What follows belongs to an exercise in optimizing a design on an open flow for small area, a short achievable clock period and few clock cycles; a production flow would make more cautious choices. In this exercise RTL edits were held to simulation tests only and were not proved equivalent to the original.

==> design/flow/design.v <==
module mms_sine_rom (
    input  wire        [7:0]  idx,
    output reg  signed [15:0] sine_rom
);
    always @(*) begin
        case (idx)
            8'd0: sine_rom = 16'sd0;
            8'd1: sine_rom = 16'sd804;
            8'd2: sine_rom = 16'sd1608;
            8'd3: sine_rom = 16'sd2410;
            8'd4: sine_rom = 16'sd3212;
            8'd5: sine_rom = 16'sd4011;
            8'd6: sine_rom = 16'sd4808;
            8'd7: sine_rom = 16'sd5602;
            8'd8: sine_rom = 16'sd6393;
            8'd9: sine_rom = 16'sd7179;
            8'd10: sine_rom = 16'sd7962;
            8'd11: sine_rom = 16'sd8739;
            8'd12: sine_rom = 16'sd9512;
            8'd13: sine_rom = 16'sd10278;
            8'd14: sine_rom = 16'sd11039;
            8'd15: sine_rom = 16'sd11793;
            8'd16: sine_rom = 16'sd12539;
            8'd17: sine_rom = 16'sd13279;
            8'd18: sine_rom = 16'sd14010;
            8'd19: sine_rom = 16'sd14732;
            8'd20: sine_rom = 16'sd15446;
            8'd21: sine_rom = 16'sd16151;
            8'd22: sine_rom = 16'sd16846;
            8'd23: sine_rom = 16'sd17530;
            8'd24: sine_rom = 16'sd18204;
            8'd25: sine_rom = 16'sd18868;
            8'd26: sine_rom = 16'sd19519;
            8'd27: sine_rom = 16'sd20159;
            8'd28: sine_rom = 16'sd20787;
            8'd29: sine_rom = 16'sd21403;
            8'd30: sine_rom = 16'sd22005;
            8'd31: sine_rom = 16'sd22594;
            8'd32: sine_rom = 16'sd23170;
            8'd33: sine_rom = 16'sd23731;
            8'd34: sine_rom = 16'sd24279;
            8'd35: sine_rom = 16'sd24811;
            8'd36: sine_rom = 16'sd25329;
            8'd37: sine_rom = 16'sd25832;
            8'd38: sine_rom = 16'sd26319;
            8'd39: sine_rom = 16'sd26790;
            8'd40: sine_rom = 16'sd27245;
            8'd41: sine_rom = 16'sd27683;
            8'd42: sine_rom = 16'sd28105;
            8'd43: sine_rom = 16'sd28510;
            8'd44: sine_rom = 16'sd28898;
            8'd45: sine_rom = 16'sd29268;
            8'd46: sine_rom = 16'sd29621;
            8'd47: sine_rom = 16'sd29956;
            8'd48: sine_rom = 16'sd30273;
            8'd49: sine_rom = 16'sd30571;
            8'd50: sine_rom = 16'sd30852;
            8'd51: sine_rom = 16'sd31113;
            8'd52: sine_rom = 16'sd31356;
            8'd53: sine_rom = 16'sd31580;
            8'd54: sine_rom = 16'sd31785;
            8'd55: sine_rom = 16'sd31971;
            8'd56: sine_rom = 16'sd32137;
            8'd57: sine_rom = 16'sd32285;
            8'd58: sine_rom = 16'sd32412;
            8'd59: sine_rom = 16'sd32521;
            8'd60: sine_rom = 16'sd32609;
            8'd61: sine_rom = 16'sd32678;
            8'd62: sine_rom = 16'sd32728;
            8'd63: sine_rom = 16'sd32757;
            8'd64: sine_rom = 16'sd32767;
            8'd65: sine_rom = 16'sd32757;
            8'd66: sine_rom = 16'sd32728;
            8'd67: sine_rom = 16'sd32678;
            8'd68: sine_rom = 16'sd32609;
            8'd69: sine_rom = 16'sd32521;
            8'd70: sine_rom = 16'sd32412;
            8'd71: sine_rom = 16'sd32285;
            8'd72: sine_rom = 16'sd32137;
            8'd73: sine_rom = 16'sd31971;
            8'd74: sine_rom = 16'sd31785;
            8'd75: sine_rom = 16'sd31580;
            8'd76: sine_rom = 16'sd31356;
            8'd77: sine_rom = 16'sd31113;
            8'd78: sine_rom = 16'sd30852;
            8'd79: sine_rom = 16'sd30571;
            8'd80: sine_rom = 16'sd30273;
            8'd81: sine_rom = 16'sd29956;
            8'd82: sine_rom = 16'sd29621;
            8'd83: sine_rom = 16'sd29268;
            8'd84: sine_rom = 16'sd28898;
            8'd85: sine_rom = 16'sd28510;
            8'd86: sine_rom = 16'sd28105;
            8'd87: sine_rom = 16'sd27683;
            8'd88: sine_rom = 16'sd27245;
            8'd89: sine_rom = 16'sd26790;
            8'd90: sine_rom = 16'sd26319;
            8'd91: sine_rom = 16'sd25832;
            8'd92: sine_rom = 16'sd25329;
            8'd93: sine_rom = 16'sd24811;
            8'd94: sine_rom = 16'sd24279;
            8'd95: sine_rom = 16'sd23731;
            8'd96: sine_rom = 16'sd23170;
            8'd97: sine_rom = 16'sd22594;
            8'd98: sine_rom = 16'sd22005;
            8'd99: sine_rom = 16'sd21403;
            8'd100: sine_rom = 16'sd20787;
            8'd101: sine_rom = 16'sd20159;
            8'd102: sine_rom = 16'sd19519;
            8'd103: sine_rom = 16'sd18868;
            8'd104: sine_rom = 16'sd18204;
            8'd105: sine_rom = 16'sd17530;
            8'd106: sine_rom = 16'sd16846;
            8'd107: sine_rom = 16'sd16151;
            8'd108: sine_rom = 16'sd15446;
            8'd109: sine_rom = 16'sd14732;
            8'd110: sine_rom = 16'sd14010;
            8'd111: sine_rom = 16'sd13279;
            8'd112: sine_rom = 16'sd12539;
            8'd113: sine_rom = 16'sd11793;
            8'd114: sine_rom = 16'sd11039;
            8'd115: sine_rom = 16'sd10278;
            8'd116: sine_rom = 16'sd9512;
            8'd117: sine_rom = 16'sd8739;
            8'd118: sine_rom = 16'sd7962;
            8'd119: sine_rom = 16'sd7179;
            8'd120: sine_rom = 16'sd6393;
            8'd121: sine_rom = 16'sd5602;
            8'd122: sine_rom = 16'sd4808;
            8'd123: sine_rom = 16'sd4011;
            8'd124: sine_rom = 16'sd3212;
            8'd125: sine_rom = 16'sd2410;
            8'd126: sine_rom = 16'sd1608;
            8'd127: sine_rom = 16'sd804;
            8'd128: sine_rom = 16'sd0;
            8'd129: sine_rom = -16'sd804;
            8'd130: sine_rom = -16'sd1608;
            8'd131: sine_rom = -16'sd2410;
            8'd132: sine_rom = -16'sd3212;
            8'd133: sine_rom = -16'sd4011;
            8'd134: sine_rom = -16'sd4808;
            8'd135: sine_rom = -16'sd5602;
            8'd136: sine_rom = -16'sd6393;
            8'd137: sine_rom = -16'sd7179;
            8'd138: sine_rom = -16'sd7962;
            8'd139: sine_rom = -16'sd8739;
            8'd140: sine_rom = -16'sd9512;
            8'd141: sine_rom = -16'sd10278;
            8'd142: sine_rom = -16'sd11039;
            8'd143: sine_rom = -16'sd11793;
            8'd144: sine_rom = -16'sd12539;
            8'd145: sine_rom = -16'sd13279;
            8'd146: sine_rom = -16'sd14010;
            8'd147: sine_rom = -16'sd14732;
            8'd148: sine_rom = -16'sd15446;
            8'd149: sine_rom = -16'sd16151;
            8'd150: sine_rom = -16'sd16846;
            8'd151: sine_rom = -16'sd17530;
            8'd152: sine_rom = -16'sd18204;
            8'd153: sine_rom = -16'sd18868;
            8'd154: sine_rom = -16'sd19519;
            8'd155: sine_rom = -16'sd20159;
            8'd156: sine_rom = -16'sd20787;
            8'd157: sine_rom = -16'sd21403;
            8'd158: sine_rom = -16'sd22005;
            8'd159: sine_rom = -16'sd22594;
            8'd160: sine_rom = -16'sd23170;
            8'd161: sine_rom = -16'sd23731;
            8'd162: sine_rom = -16'sd24279;
            8'd163: sine_rom = -16'sd24811;
            8'd164: sine_rom = -16'sd25329;
            8'd165: sine_rom = -16'sd25832;
            8'd166: sine_rom = -16'sd26319;
            8'd167: sine_rom = -16'sd26790;
            8'd168: sine_rom = -16'sd27245;
            8'd169: sine_rom = -16'sd27683;
            8'd170: sine_rom = -16'sd28105;
            8'd171: sine_rom = -16'sd28510;
            8'd172: sine_rom = -16'sd28898;
            8'd173: sine_rom = -16'sd29268;
            8'd174: sine_rom = -16'sd29621;
            8'd175: sine_rom = -16'sd29956;
            8'd176: sine_rom = -16'sd30273;
            8'd177: sine_rom = -16'sd30571;
            8'd178: sine_rom = -16'sd30852;
            8'd179: sine_rom = -16'sd31113;
            8'd180: sine_rom = -16'sd31356;
            8'd181: sine_rom = -16'sd31580;
            8'd182: sine_rom = -16'sd31785;
            8'd183: sine_rom = -16'sd31971;
            8'd184: sine_rom = -16'sd32137;
            8'd185: sine_rom = -16'sd32285;
            8'd186: sine_rom = -16'sd32412;
            8'd187: sine_rom = -16'sd32521;
            8'd188: sine_rom = -16'sd32609;
            8'd189: sine_rom = -16'sd32678;
            8'd190: sine_rom = -16'sd32728;
            8'd191: sine_rom = -16'sd32757;
            8'd192: sine_rom = -16'sd32767;
            8'd193: sine_rom = -16'sd32757;
            8'd194: sine_rom = -16'sd32728;
            8'd195: sine_rom = -16'sd32678;
            8'd196: sine_rom = -16'sd32609;
            8'd197: sine_rom = -16'sd32521;
            8'd198: sine_rom = -16'sd32412;
            8'd199: sine_rom = -16'sd32285;
            8'd200: sine_rom = -16'sd32137;
            8'd201: sine_rom = -16'sd31971;
            8'd202: sine_rom = -16'sd31785;
            8'd203: sine_rom = -16'sd31580;
            8'd204: sine_rom = -16'sd31356;
            8'd205: sine_rom = -16'sd31113;
            8'd206: sine_rom = -16'sd30852;
            8'd207: sine_rom = -16'sd30571;
            8'd208: sine_rom = -16'sd30273;
            8'd209: sine_rom = -16'sd29956;
            8'd210: sine_rom = -16'sd29621;
            8'd211: sine_rom = -16'sd29268;
            8'd212: sine_rom = -16'sd28898;
            8'd213: sine_rom = -16'sd28510;
            8'd214: sine_rom = -16'sd28105;
            8'd215: sine_rom = -16'sd27683;
            8'd216: sine_rom = -16'sd27245;
            8'd217: sine_rom = -16'sd26790;
            8'd218: sine_rom = -16'sd26319;
            8'd219: sine_rom = -16'sd25832;
            8'd220: sine_rom = -16'sd25329;
            8'd221: sine_rom = -16'sd24811;
            8'd222: sine_rom = -16'sd24279;
            8'd223: sine_rom = -16'sd23731;
            8'd224: sine_rom = -16'sd23170;
            8'd225: sine_rom = -16'sd22594;
            8'd226: sine_rom = -16'sd22005;
            8'd227: sine_rom = -16'sd21403;
            8'd228: sine_rom = -16'sd20787;
            8'd229: sine_rom = -16'sd20159;
            8'd230: sine_rom = -16'sd19519;
            8'd231: sine_rom = -16'sd18868;
            8'd232: sine_rom = -16'sd18204;
            8'd233: sine_rom = -16'sd17530;
            8'd234: sine_rom = -16'sd16846;
            8'd235: sine_rom = -16'sd16151;
            8'd236: sine_rom = -16'sd15446;
            8'd237: sine_rom = -16'sd14732;
            8'd238: sine_rom = -16'sd14010;
            8'd239: sine_rom = -16'sd13279;
            8'd240: sine_rom = -16'sd12539;
            8'd241: sine_rom = -16'sd11793;
            8'd242: sine_rom = -16'sd11039;
            8'd243: sine_rom = -16'sd10278;
            8'd244: sine_rom = -16'sd9512;
            8'd245: sine_rom = -16'sd8739;
            8'd246: sine_rom = -16'sd7962;
            8'd247: sine_rom = -16'sd7179;
            8'd248: sine_rom = -16'sd6393;
            8'd249: sine_rom = -16'sd5602;
            8'd250: sine_rom = -16'sd4808;
            8'd251: sine_rom = -16'sd4011;
            8'd252: sine_rom = -16'sd3212;
            8'd253: sine_rom = -16'sd2410;
            8'd254: sine_rom = -16'sd1608;
            8'd255: sine_rom = -16'sd804;
            default: sine_rom = 16'sd0;
        endcase
    end
endmodule
module mms_div #(
    parameter NW = 56,
    parameter DW = 32
) (
    input  wire          clk,
    input  wire          rst,
    input  wire          start,
    input  wire [NW-1:0] num,
    input  wire [DW-1:0] den,
    output reg           done,
    output wire [NW-1:0] quo
);
    reg [NW-1:0] q;
    reg [DW-1:0] r;
    reg [DW-1:0] d;
    reg [6:0]    cnt;
    reg          busy;
    wire [DW:0]  r_sh = {r, q[NW-1]};
    wire [DW+1:0] diff = {1'b0, r_sh} - {2'b00, d};
    wire         fits = ~diff[DW+1];
    assign quo = q;
    always @(posedge clk) begin
        if (rst) begin
            busy <= 1'b0;
            done <= 1'b0;
            cnt  <= 7'd0;
            q    <= {NW{1'b0}};
            r    <= {DW{1'b0}};
            d    <= {DW{1'b0}};
        end else begin
            done <= 1'b0;
            if (start) begin
                busy <= 1'b1;
                q    <= num;
                r    <= {DW{1'b0}};
                d    <= den;
                cnt  <= NW[6:0];
            end else if (busy) begin
                if (fits) begin
                    r <= diff[DW-1:0];
                    q <= {q[NW-2:0], 1'b1};
                end else begin
                    r <= r_sh[DW-1:0];
                    q <= {q[NW-2:0], 1'b0};
                end
                cnt <= cnt - 7'd1;
                if (cnt == 7'd1) begin
                    busy <= 1'b0;
                    done <= 1'b1;
                end
            end
        end
    end
endmodule
module mms_asc (
    input  wire        clk,
    input  wire        rst,
    input  wire        tick,
    input  wire        cmd_valid,
    input  wire [31:0] cmd_word,
    output wire        ready,
    output reg  [31:0] rd_data,
    output wire [15:0] pwm_duty
);
    localparam [31:0] SR = 32'd20000;
    localparam [2:0] E_IDLE = 3'd0, E_ATTACK = 3'd1, E_DECAY = 3'd2,
                     E_SUSTAIN = 3'd3, E_RELEASE = 3'd4;
    localparam [2:0] ERR_ILLEGAL = 3'd1, ERR_PORT = 3'd2, ERR_RESV = 3'd3,
                     ERR_RANGE = 3'd4;
    localparam [3:0] S_IDLE       = 4'd0,
                     S_ENV_WAIT   = 4'd1,
                     S_SCALE      = 4'd2,
                     S_SCALE_WAIT = 4'd3,
                     S_LP         = 4'd4,
                     S_OUT        = 4'd5,
                     S_FREQ_WAIT  = 4'd6,
                     S_COMP       = 4'd7,
                     S_COMP_WAIT  = 4'd8,
                     S_CLIP       = 4'd9,
                     S_WAVE       = 4'd10;
    reg [31:0] phase_acc;
    reg [31:0] phase_inc;
    reg [23:0] freq_hz;
    reg [2:0]  wave_sel;
    reg [15:0] noise_lfsr;
    reg [2:0]  env_state;
    reg [9:0]  env_amp;
    reg [31:0] env_elapsed;
    reg [9:0]  env_rel_start;
    reg [15:0] attack_ms;
    reg [15:0] decay_ms;
    reg [9:0]  sustain_lvl;
    reg [15:0] release_ms;
    reg [31:0] env_a_ticks;
    reg [31:0] env_d_ticks;
    reg [9:0]  env_s_lvl;
    reg [31:0] env_r_ticks;
    reg [7:0]  gain;
    reg [15:0] sc_ctrl;
    reg [3:0]  lp_shift;
    reg signed [15:0] lp_prev;
    reg [15:0] pwm_max;
    reg [15:0] pwm_center;
    reg [15:0] pwm_duty_r;
    reg signed [15:0] sample_out;
    reg        err;
    reg [2:0]  err_code;
    reg [31:0] err_word;
    reg [3:0]  fsm;
    reg [7:0]  comp_q7;       
    reg [2:0]  env_op;        
    reg signed [15:0] raw_r;         
    reg signed [15:0] scaled;
    reg        scale_neg;
    assign ready    = (fsm == S_IDLE);
    assign pwm_duty = pwm_duty_r;
    reg         div_start;
    reg  [55:0] div_num;
    reg  [31:0] div_den;
    wire        div_done;
    wire [55:0] div_quo;
    mms_div #(.NW(56), .DW(32)) u_div (
        .clk   (clk),
        .rst   (rst),
        .start (div_start),
        .num   (div_num),
        .den   (div_den),
        .done  (div_done),
        .quo   (div_quo)
    );
    wire [7:0]  op  = cmd_word[31:24];
    wire [23:0] arg = cmd_word[23:0];
    reg        op_known;
    reg        resv_bad;
    reg        range_bad;
    always @(*) begin
        op_known  = 1'b1;
        resv_bad  = 1'b0;
        range_bad = 1'b0;
        case (op)
            8'h00: resv_bad = (arg != 24'd0);
            8'h01: range_bad = (arg == 24'd0);
            8'h02: begin resv_bad = (arg[23:3] != 0); range_bad = (arg[2:0] > 3'd4); end
            8'h03, 8'h04, 8'h06, 8'h08, 8'h0A, 8'h0B: resv_bad = (arg[23:16] != 0);
            8'h05: begin resv_bad = (arg[23:10] != 0); range_bad = (arg[9:0] > 10'd1000); end
            8'h07: resv_bad = (arg[23:8] != 0);
            8'h09: resv_bad = (arg[23:4] != 0);
            8'h10: resv_bad = (arg[23:1] != 0);
            8'h11, 8'h12: resv_bad = (arg != 24'd0);
            8'h20: begin resv_bad = (arg[23:5] != 0); range_bad = (arg[4:0] > 5'h1A); end
            default: op_known = 1'b0;
        endcase
    end
    wire       cmd_wrong_port = (op == 8'h80);
    wire [2:0] cmd_err_code = cmd_wrong_port ? ERR_PORT :
                              !op_known      ? ERR_ILLEGAL :
                              resv_bad       ? ERR_RESV :
                              range_bad      ? ERR_RANGE : 3'd0;
    wire       cmd_ok = (cmd_err_code == 3'd0);
    reg [31:0] rd_mux;
    always @(*) begin
        case (arg[4:0])
            5'h00: rd_mux = {21'd0, err_code, 3'd0, err, 1'b0, env_state};
            5'h01: rd_mux = phase_acc;
            5'h02: rd_mux = phase_inc;
            5'h03: rd_mux = {8'd0, freq_hz};
            5'h04: rd_mux = {29'd0, wave_sel};
            5'h05: rd_mux = {16'd0, noise_lfsr};
            5'h06: rd_mux = {29'd0, env_state};
            5'h07: rd_mux = {22'd0, env_amp};
            5'h08: rd_mux = env_elapsed;
            5'h09: rd_mux = {22'd0, env_rel_start};
            5'h0A: rd_mux = {16'd0, attack_ms};
            5'h0B: rd_mux = {16'd0, decay_ms};
            5'h0C: rd_mux = {22'd0, sustain_lvl};
            5'h0D: rd_mux = {16'd0, release_ms};
            5'h0E: rd_mux = env_a_ticks;
            5'h0F: rd_mux = env_d_ticks;
            5'h10: rd_mux = {22'd0, env_s_lvl};
            5'h11: rd_mux = env_r_ticks;
            5'h12: rd_mux = {24'd0, gain};
            5'h13: rd_mux = {16'd0, sc_ctrl};
            5'h14: rd_mux = {28'd0, lp_shift};
            5'h15: rd_mux = {{16{lp_prev[15]}}, lp_prev};
            5'h16: rd_mux = {16'd0, pwm_max};
            5'h17: rd_mux = {16'd0, pwm_center};
            5'h18: rd_mux = {16'd0, pwm_duty_r};
            5'h19: rd_mux = {{16{sample_out[15]}}, sample_out};
            5'h1A: rd_mux = err_word;
            default: rd_mux = 32'd0;
        endcase
    end
    wire [31:0] phase_next = phase_acc + phase_inc;
    wire [15:0] lfsr_next  = noise_lfsr[0] ? ((noise_lfsr >> 1) ^ 16'hB400)
                                           : (noise_lfsr >> 1);
    wire [7:0] idx = phase_acc[31:24];
    wire signed [15:0] sine_val;
    mms_sine_rom u_rom (.idx(idx), .sine_rom(sine_val));
    wire [6:0]  tri_v   = idx[7] ? ~idx[6:0] : idx[6:0];      
    wire [22:0] tri_num = {16'd0, tri_v} * 23'd65535;
    wire [22:0] tri_q   = tri_num / 23'd127;
    reg signed [15:0] raw;
    always @(*) begin
        case (wave_sel)
            3'd0:    raw = sine_val;
            3'd1:    raw = idx[7] ? 16'sh8000 : 16'sh7FFF;
            3'd2:    raw = $signed({idx, idx} ^ 16'h8000);          
            3'd3:    raw = $signed(tri_q[15:0] ^ 16'h8000);         
            default: raw = $signed(noise_lfsr);
        endcase
    end
    wire [31:0] e_new = (env_elapsed == 32'hFFFFFFFF) ? env_elapsed : env_elapsed + 32'd1;
    wire [9:0]  decay_span = 10'd1000 - env_s_lvl;
    wire signed [26:0] scale_prod = raw_r * $signed({1'b0, env_amp});
    wire        [26:0] scale_mag  = scale_prod[26] ? -scale_prod : scale_prod;
    wire signed [16:0] lp_d   = scaled - lp_prev;
    wire        [16:0] lp_ad  = lp_d[16] ? -lp_d : lp_d;
    wire        [17:0] lp_rnd = {1'b0, lp_ad} + ((18'd1 << lp_shift) - 18'd1);
    wire        [17:0] lp_m   = lp_rnd >> lp_shift;
    wire signed [16:0] lp_y   = (lp_d == 17'sd0) ? lp_prev :
                                lp_d[16] ? (lp_prev - $signed(lp_m[16:0]))
                                         : (lp_prev + $signed(lp_m[16:0]));
    wire [15:0]        ge      = (gain * comp_q7) >> 7;
    wire signed [25:0] g_prod  = lp_prev * $signed({1'b0, ge[8:0]});
    wire signed [25:0] g_shift = g_prod >>> 7;
    wire signed [15:0] gained  = (g_shift > 26'sd32767)  ? 16'sd32767 :
                                 (g_shift < -26'sd32768) ? -16'sd32768 : g_shift[15:0];
    wire [14:0]        thresh = sc_ctrl[14:0];
    wire               sym    = sc_ctrl[15];
    wire signed [16:0] x17    = gained;
    wire signed [16:0] t17    = $signed({2'b00, thresh});
    wire        [16:0] mag    = gained[15] ? -x17 : x17;
    reg  signed [16:0] clip17;
    always @(*) begin
        if (!sym) begin
            if (x17 <= t17) clip17 = x17;
            else            clip17 = t17 + ((x17 - t17) >>> 1);
        end else begin
            if ($signed(mag) <= t17) clip17 = x17;
            else if (gained[15])     clip17 = -(t17 + (($signed(mag) - t17) >>> 1));
            else                     clip17 = t17 + (($signed(mag) - t17) >>> 1);
        end
    end
    wire signed [15:0] clipped = clip17[15:0];
    wire signed [32:0] p_prod = sample_out * $signed({1'b0, pwm_max});
    wire signed [16:0] p_off  = p_prod >>> 16;
    wire signed [18:0] p_sum  = $signed({3'b000, pwm_center}) + p_off;
    wire        [15:0] duty   = p_sum[18]                          ? 16'd0 :
                                (p_sum > $signed({3'b000, pwm_max})) ? pwm_max : p_sum[15:0];
    wire [23:0] f_min_reg = (freq_hz > 24'd4000) ? 24'd4000 : freq_hz;
    always @(*) begin
        div_start = 1'b0;
        div_num   = 56'd0;
        div_den   = 32'd1;
        case (fsm)
            S_IDLE: begin
                if (tick) begin
                    case (env_state)
                        E_ATTACK: if (e_new < env_a_ticks) begin
                            div_start = 1'b1;
                            div_num   = e_new * 56'd1000;
                            div_den   = env_a_ticks;
                        end
                        E_DECAY: if (e_new < env_d_ticks) begin
                            div_start = 1'b1;
                            div_num   = e_new * {46'd0, decay_span};
                            div_den   = env_d_ticks;
                        end
                        E_RELEASE: if (e_new < env_r_ticks) begin
                            div_start = 1'b1;
                            div_num   = e_new * {46'd0, env_rel_start};
                            div_den   = env_r_ticks;
                        end
                        default: ;
                    endcase
                end else if (cmd_valid && cmd_ok && op == 8'h01 && arg < SR[23:0]) begin
                    div_start = 1'b1;
                    div_num   = {arg, 32'd0};
                    div_den   = SR;
                end
            end
            S_SCALE: begin
                div_start = 1'b1;
                div_num   = {29'd0, scale_mag};
                div_den   = 32'd1000;
            end
            S_COMP: begin
                div_start = 1'b1;
                div_num   = {32'd0, f_min_reg} * 56'd64;
                div_den   = 32'd4000;
            end
            default: ;
        endcase
    end
    always @(posedge clk) begin
        if (rst) begin
            fsm           <= S_IDLE;
            phase_acc     <= 32'd0;
            phase_inc     <= 32'd0;
            freq_hz       <= 24'd0;
            comp_q7       <= 8'd128;
            wave_sel      <= 3'd0;
            noise_lfsr    <= 16'hACE1;
            env_state     <= E_IDLE;
            env_amp       <= 10'd0;
            env_elapsed   <= 32'd0;
            env_rel_start <= 10'd0;
            attack_ms     <= 16'd10;
            decay_ms      <= 16'd50;
            sustain_lvl   <= 10'd700;
            release_ms    <= 16'd200;
            env_a_ticks   <= 32'd0;
            env_d_ticks   <= 32'd0;
            env_s_lvl     <= 10'd0;
            env_r_ticks   <= 32'd0;
            gain          <= 8'd128;
            sc_ctrl       <= 16'h6000;
            lp_shift      <= 4'd1;
            lp_prev       <= 16'sd0;
            pwm_max       <= 16'd1023;
            pwm_center    <= 16'd512;
            pwm_duty_r    <= 16'd512;
            sample_out    <= 16'sd0;
            err           <= 1'b0;
            err_code      <= 3'd0;
            err_word      <= 32'd0;
            rd_data       <= 32'd0;
            env_op        <= E_IDLE;
            scaled        <= 16'sd0;
            raw_r         <= 16'sd0;
            scale_neg     <= 1'b0;
        end else begin
            case (fsm)
                S_IDLE: begin
                    if (tick) begin
                        phase_acc  <= phase_next;
                        noise_lfsr <= lfsr_next;
                        env_op     <= env_state;
                        fsm        <= S_WAVE;
                        case (env_state)
                            E_IDLE: begin
                                env_amp     <= 10'd0;
                                env_elapsed <= e_new;
                            end
                            E_ATTACK: begin
                                if (e_new >= env_a_ticks) begin
                                    env_amp     <= 10'd1000;
                                    env_state   <= E_DECAY;
                                    env_elapsed <= 32'd0;
                                end else begin
                                    env_elapsed <= e_new;
                                    fsm         <= S_ENV_WAIT;
                                end
                            end
                            E_DECAY: begin
                                if (e_new >= env_d_ticks) begin
                                    env_amp     <= env_s_lvl;
                                    env_state   <= E_SUSTAIN;
                                    env_elapsed <= 32'd0;
                                end else begin
                                    env_elapsed <= e_new;
                                    fsm         <= S_ENV_WAIT;
                                end
                            end
                            E_SUSTAIN: begin
                                env_amp     <= env_s_lvl;
                                env_elapsed <= e_new;
                            end
                            default: begin  
                                if (e_new >= env_r_ticks) begin
                                    env_amp     <= 10'd0;
                                    env_state   <= E_IDLE;
                                    env_elapsed <= 32'd0;
                                end else begin
                                    env_elapsed <= e_new;
                                    fsm         <= S_ENV_WAIT;
                                end
                            end
                        endcase
                    end else if (cmd_valid) begin
                        if (!cmd_ok) begin
                            if (!err) begin
                                err      <= 1'b1;
                                err_code <= cmd_err_code;
                                err_word <= cmd_word;
                            end
                            if (op == 8'h20)
                                rd_data <= 32'd0;
                        end else begin
                            case (op)
                                8'h01: begin
                                    freq_hz <= arg;
                                    if (arg < SR[23:0]) begin
                                        fsm <= S_FREQ_WAIT;
                                    end else begin
                                        phase_inc <= 32'hFFFFFFFF;
                                        fsm       <= S_COMP;
                                    end
                                end
                                8'h02: wave_sel    <= arg[2:0];
                                8'h03: attack_ms   <= arg[15:0];
                                8'h04: decay_ms    <= arg[15:0];
                                8'h05: sustain_lvl <= arg[9:0];
                                8'h06: release_ms  <= arg[15:0];
                                8'h07: gain        <= arg[7:0];
                                8'h08: sc_ctrl     <= arg[15:0];
                                8'h09: lp_shift    <= arg[3:0];
                                8'h0A: pwm_max     <= arg[15:0];
                                8'h0B: pwm_center  <= arg[15:0];
                                8'h10: begin
                                    env_a_ticks <= attack_ms  * 32'd20;
                                    env_d_ticks <= decay_ms   * 32'd20;
                                    env_r_ticks <= release_ms * 32'd20;
                                    env_s_lvl   <= sustain_lvl;
                                    env_state   <= E_ATTACK;
                                    env_elapsed <= 32'd0;
                                    env_amp     <= 10'd0;
                                    if (arg[0])
                                        lp_prev <= 16'sd0;
                                end
                                8'h11: begin
                                    if (env_state == E_ATTACK || env_state == E_DECAY ||
                                        env_state == E_SUSTAIN) begin
                                        env_rel_start <= env_amp;
                                        env_state     <= E_RELEASE;
                                        env_elapsed   <= 32'd0;
                                    end
                                end
                                8'h12: lp_prev <= 16'sd0;
                                8'h20: rd_data <= rd_mux;
                                default: ;  
                            endcase
                        end
                    end
                end
                S_ENV_WAIT: begin
                    if (div_done) begin
                        case (env_op)
                            E_ATTACK: env_amp <= div_quo[9:0];
                            E_DECAY:  env_amp <= 10'd1000 - div_quo[9:0];
                            default:  env_amp <= env_rel_start - div_quo[9:0];
                        endcase
                        fsm <= S_WAVE;
                    end
                end
                S_WAVE: begin
                    raw_r <= raw;
                    fsm   <= S_SCALE;
                end
                S_SCALE: begin
                    scale_neg <= scale_prod[26];
                    fsm       <= S_SCALE_WAIT;
                end
                S_SCALE_WAIT: begin
                    if (div_done) begin
                        scaled <= scale_neg ? -$signed(div_quo[15:0]) : $signed(div_quo[15:0]);
                        fsm    <= S_LP;
                    end
                end
                S_LP: begin
                    lp_prev <= lp_y[15:0];
                    fsm     <= S_CLIP;
                end
                S_CLIP: begin
                    sample_out <= clipped;
                    fsm        <= S_OUT;
                end
                S_OUT: begin
                    pwm_duty_r <= duty;
                    fsm        <= S_IDLE;
                end
                S_FREQ_WAIT: begin
                    if (div_done) begin
                        phase_inc <= div_quo[31:0];
                        fsm       <= S_COMP;
                    end
                end
                S_COMP: begin
                    fsm <= S_COMP_WAIT;
                end
                S_COMP_WAIT: begin
                    if (div_done) begin
                        comp_q7 <= 8'd128 + div_quo[7:0];
                        fsm     <= S_IDLE;
                    end
                end
                default: fsm <= S_IDLE;
            endcase
        end
    end
endmodule
==> design/flow/run.sh <==
#!/bin/bash
# synth_recipe.tcl (not shown) runs the flow's synth.tcl, then flattens the netlist and writes it again
# the make line also repeats each setting of config.mk as NAME=value (left out here)
make -C /OpenROAD-flow-scripts/flow DESIGN_CONFIG=/design/flow/config.mk WORK_HOME=/design/flow/orfs CLKGATE_MAP_FILE= SYNTH_SCRIPT=/design/flow/synth_recipe.tcl finish
==> design/flow/config.mk <==
export PLATFORM = sky130hd
export DESIGN_NAME = mms_asc
export DESIGN_NICKNAME = mms_asc
export VERILOG_FILES = /design/flow/design.v
export SDC_FILE = /design/flow/constraint.sdc
export NUM_CORES = 4
export LEC_CHECK = 0
export CAP_MARGIN = 20
export CORE_MARGIN = 2
export CORE_UTILIZATION = 30
export PLACE_DENSITY = 0.5
export SLEW_MARGIN = 20
==> design/flow/constraint.sdc <==
create_clock -name core_clock -period 25.0 [get_ports {clk}]
set_input_delay 5.0000 -clock core_clock [delete_from_list [all_inputs] [get_ports {clk}]]
set_output_delay 5.0000 -clock core_clock [all_outputs]
set_load 0.01 [all_outputs]
==> results.tsv <==
stage	metric	value	unit
outcome	status	no timing/DRC/antenna violations	
place	io_buffers	84	
floorplanning	die_w	573.0	µm
final_layout	final_layout_size_suffix_gt1_frac	0.04843	
place	dp_hpwl	289100	µm
critical_path	path_common_cell	a21oi_1	
clocking	cts_sinks	644	
timing	fin_tns_setup	0	ps
place	place_inst	16196	
yosys	synth-seq-cells	644	
timing	fin_crit_sh	0.7879	
final_layout	nNetsFinal	14065	
timing	fmax	50.77	MHz
yosys	netlist_instances	12279	
yosys	yosys_warnings	3	
clocking	clkTransAtPathRegs	60	ps
final_layout	final_area	0.1057	mm²
timing	fin_worst_skew	35.97	ps
routing	first_iter_violations	8735	
clocking	cts_made_buffers	83	
yosys	synth_edf_count	0	
final_layout	mostFrequentLayoutCells	nand2_1, inv_1, fa_1	
place	place_congestion	0.9910	
clocking	cts.repair.resized	0	
floorplanning	pin_count	85	
floorplanning	num_rows	208	
critical_path	cpPeakStageDelay	660	ps
routing	drc_errors	0	
timing	relSlewSlack	0.04078	
grt	overflow	0	
final_layout	final_common_cell	nand2_1	
grt	grt_antenna_before_repair	24	
clocking	cts-root-buf	clkbuf_16	
final_layout	nFillCells	34521	
yosys	synth-async-reset-ratio	0	
grt	grt_util_met3	0.03103	
grt	top_usage_layer	met2	
routing	drt-wirelength-per-cell	23.07	µm
place	placed_cell_area	0.1030	mm²
timing	fin_crit	19700	ps
floorplanning	die-area	0.3284	mm²
timing	drv_slew	0	
routing	vias_per_cell	5.327	
yosys	seq_area_frac_synth	0.1327	
grt	first_global_vias	85137	
critical_path	critPathMaxFanout	17	
timing	setup_viol	0	
grt	grt_pass1_wl	565700	µm
clocking	cts_tree	done	
yosys	syn_area	0.09714	mm²
timing	postLayoutSetupSlackWorst	5302	ps
grt	grtUsageMet1	0.3072	
routing	routed_wl	377300	µm
floorplanning	start_util	0.3020	
grt	grt_use_total	0.2255	
timing	tightest_slew	1439	ps
routing	dr.pass1.iters	7	
yosys	avgSynthCellArea	7.911	µm²
critical_path	end_kind	register	
place	pre_cts_ws	5606	ps
grt	grt_max_degree	141	
critical_path	cp.arrival	20310	ps
final_layout	final_cells	16357	
clocking	htree_levels	3	
critical_path	path_class	reg -> reg	
clocking	clock_latency	730	ps
run	drv_cap	0	
routing	antenna_left	0	
yosys	syn_nets	14366	
grt	met2_usage	0.3559	
floorplanning	core	0.3217	mm²
final_layout	syn_to_final_growth	8.836	%
hold_path	hp-class	reg -> reg	
critical_path	worstPathRequired	25620	ps
clocking	cts_buffer_depth	3	
floorplanning	dieHeight	573.0	µm
clocking	post_cts_buffers	0	
yosys	yosysUniqueCellTypes	123	
critical_path	crit_path_top_delay_cell	o21a_1	
timing	finalHoldViolCount	0	
clocking	postCtsHoldBufs	0	
yosys	ys.flop_type	dfxtp_1	
critical_path	setup.worst_path.start_class	register	
routing	vias	87135	
timing	rsz0062_at_grt	false	
cell usage after synthesis (all sizes together), types with 78 or more instances:
cell type / number / area [µm²]
and2: 414 / 2595
xor2: 174 / 1524
o21bai: 133 / 1002
ha: 932 / 11660
nand3: 147 / 745.7
a31oi: 84 / 525.5
nand2b: 78 / 488.0
a221oi: 95 / 838.3
nor3: 248 / 1246
a21oi: 885 / 4456
clkbuf: 639 / 2399
a22oi: 156 / 1171
dfxtp: 644 / 12890
o21ai: 432 / 2177
fa: 1119 / 22400
inv: 1573 / 5904
nor2: 1024 / 3844
xnor2: 369 / 3239
a211oi: 158 / 1214
a21o: 165 / 1239
mux2i: 135 / 1355
nand2: 1643 / 6170
kinds of logic after synthesis:
group                    share of synthesized area
multiplexers                               0.01859
adder cells (fa/ha/maj)                     0.3509
AO/OA/AOI/OAI                               0.1760
AND/OR/NAND/NOR                             0.1844
XOR/XNOR                                   0.04903
flip-flops                                  0.1327
buffers and inverters                      0.08842
stage by stage:
stage                 util  hold slack (ps)
finish              0.3287            456.6
global route        0.3286            476.0
CTS                 0.3285            455.9
detailed placement  0.3201            448.2
global placement    0.3201            443.2
floorplan                -            432.2
worst paths after layout:
| check | from | endpoint | slack [ps] | depth (start not counted) |
|---|---|---|---|---|
| max | gain[3] | sample_out[15] | 5300 | 75 |
| min | err_word[23] | err_word[23] | 460 | 2 |
| max reg2reg | gain[3] | sample_out[15] | 5300 | 75 |
| min reg2reg | err_word[23] | err_word[23] | 460 | 2 |
critical path: cells and delay by family, from the launching register on:
kind	cells	cell delay [ps]
AO/OA/AOI/OAI	31	8080
adder cells (fa/ha/maj)	14	5980
AND/OR/NAND/NOR	17	3130
multiplexers	3	810
flip-flops	1	610
buffers and inverters	7	530
XOR/XNOR	3	450
area by class of cell:
type                    instances  area [µm²]  share of cell area
well taps                    4305        5386             0.05095
clock inverters                32       381.6            0.003609
inverters                    1576        5916             0.05595
clock buffers                 112        2308             0.02183
flip-flops and latches        644       12900              0.1220
diodes                         15       37.54           0.0003550
repair buffers                316        2604             0.02463
multi-input cells            9357       76190              0.7207
metal layers:
metal,vias up,part of all wire
met1,43041,0.43
met4,2,0.051
met3,676,0.072
met2,3206,0.44
met5,-,0.000034
li1,40210,-
state kept, by name, indices dropped and copies added (netlist names), 19 cells and up:
name and count:
u_div.q 56, env_a_ticks 19, phase_acc 32, env_r_ticks 19, u_div.r 32, u_div.d 20
freq_hz 24, phase_inc 32, err_word 32, env_d_ticks 19, rd_data 32, env_elapsed 32
Testbench counts, summed over its fixed seeds: cycles 2,323,255.

port drivers added, routing unchanged:
The flow's constraints put no driver on any port. The routed layout listed below was extracted and timed again, unchanged, in two steps. Step 1, drivers: a clkbuf_16 drives clk and a buf_2 each remaining input, both assumed. Step 2 also shifts input and output timing later by t, the mid clock arrival at the registers, as if the neighbouring blocks saw the same clock. Three values: ideal ports, drivers, drivers and shift; two values: the first two.
t, ns: 0.790
setup WS [ns]: 5.302 / 5.302 / 5.302
hold slack, ns: 0.457 / 0.457 / 0.457
latest minus earliest clock arrival (ns): 0.040 / 0.041
slew at the worst register clock pin (ns): 0.07 / 0.07
After both steps this run still meets setup and hold. The setup slack of this run moves by 0.000 ns with the drivers and by 0.000 ns with both steps.
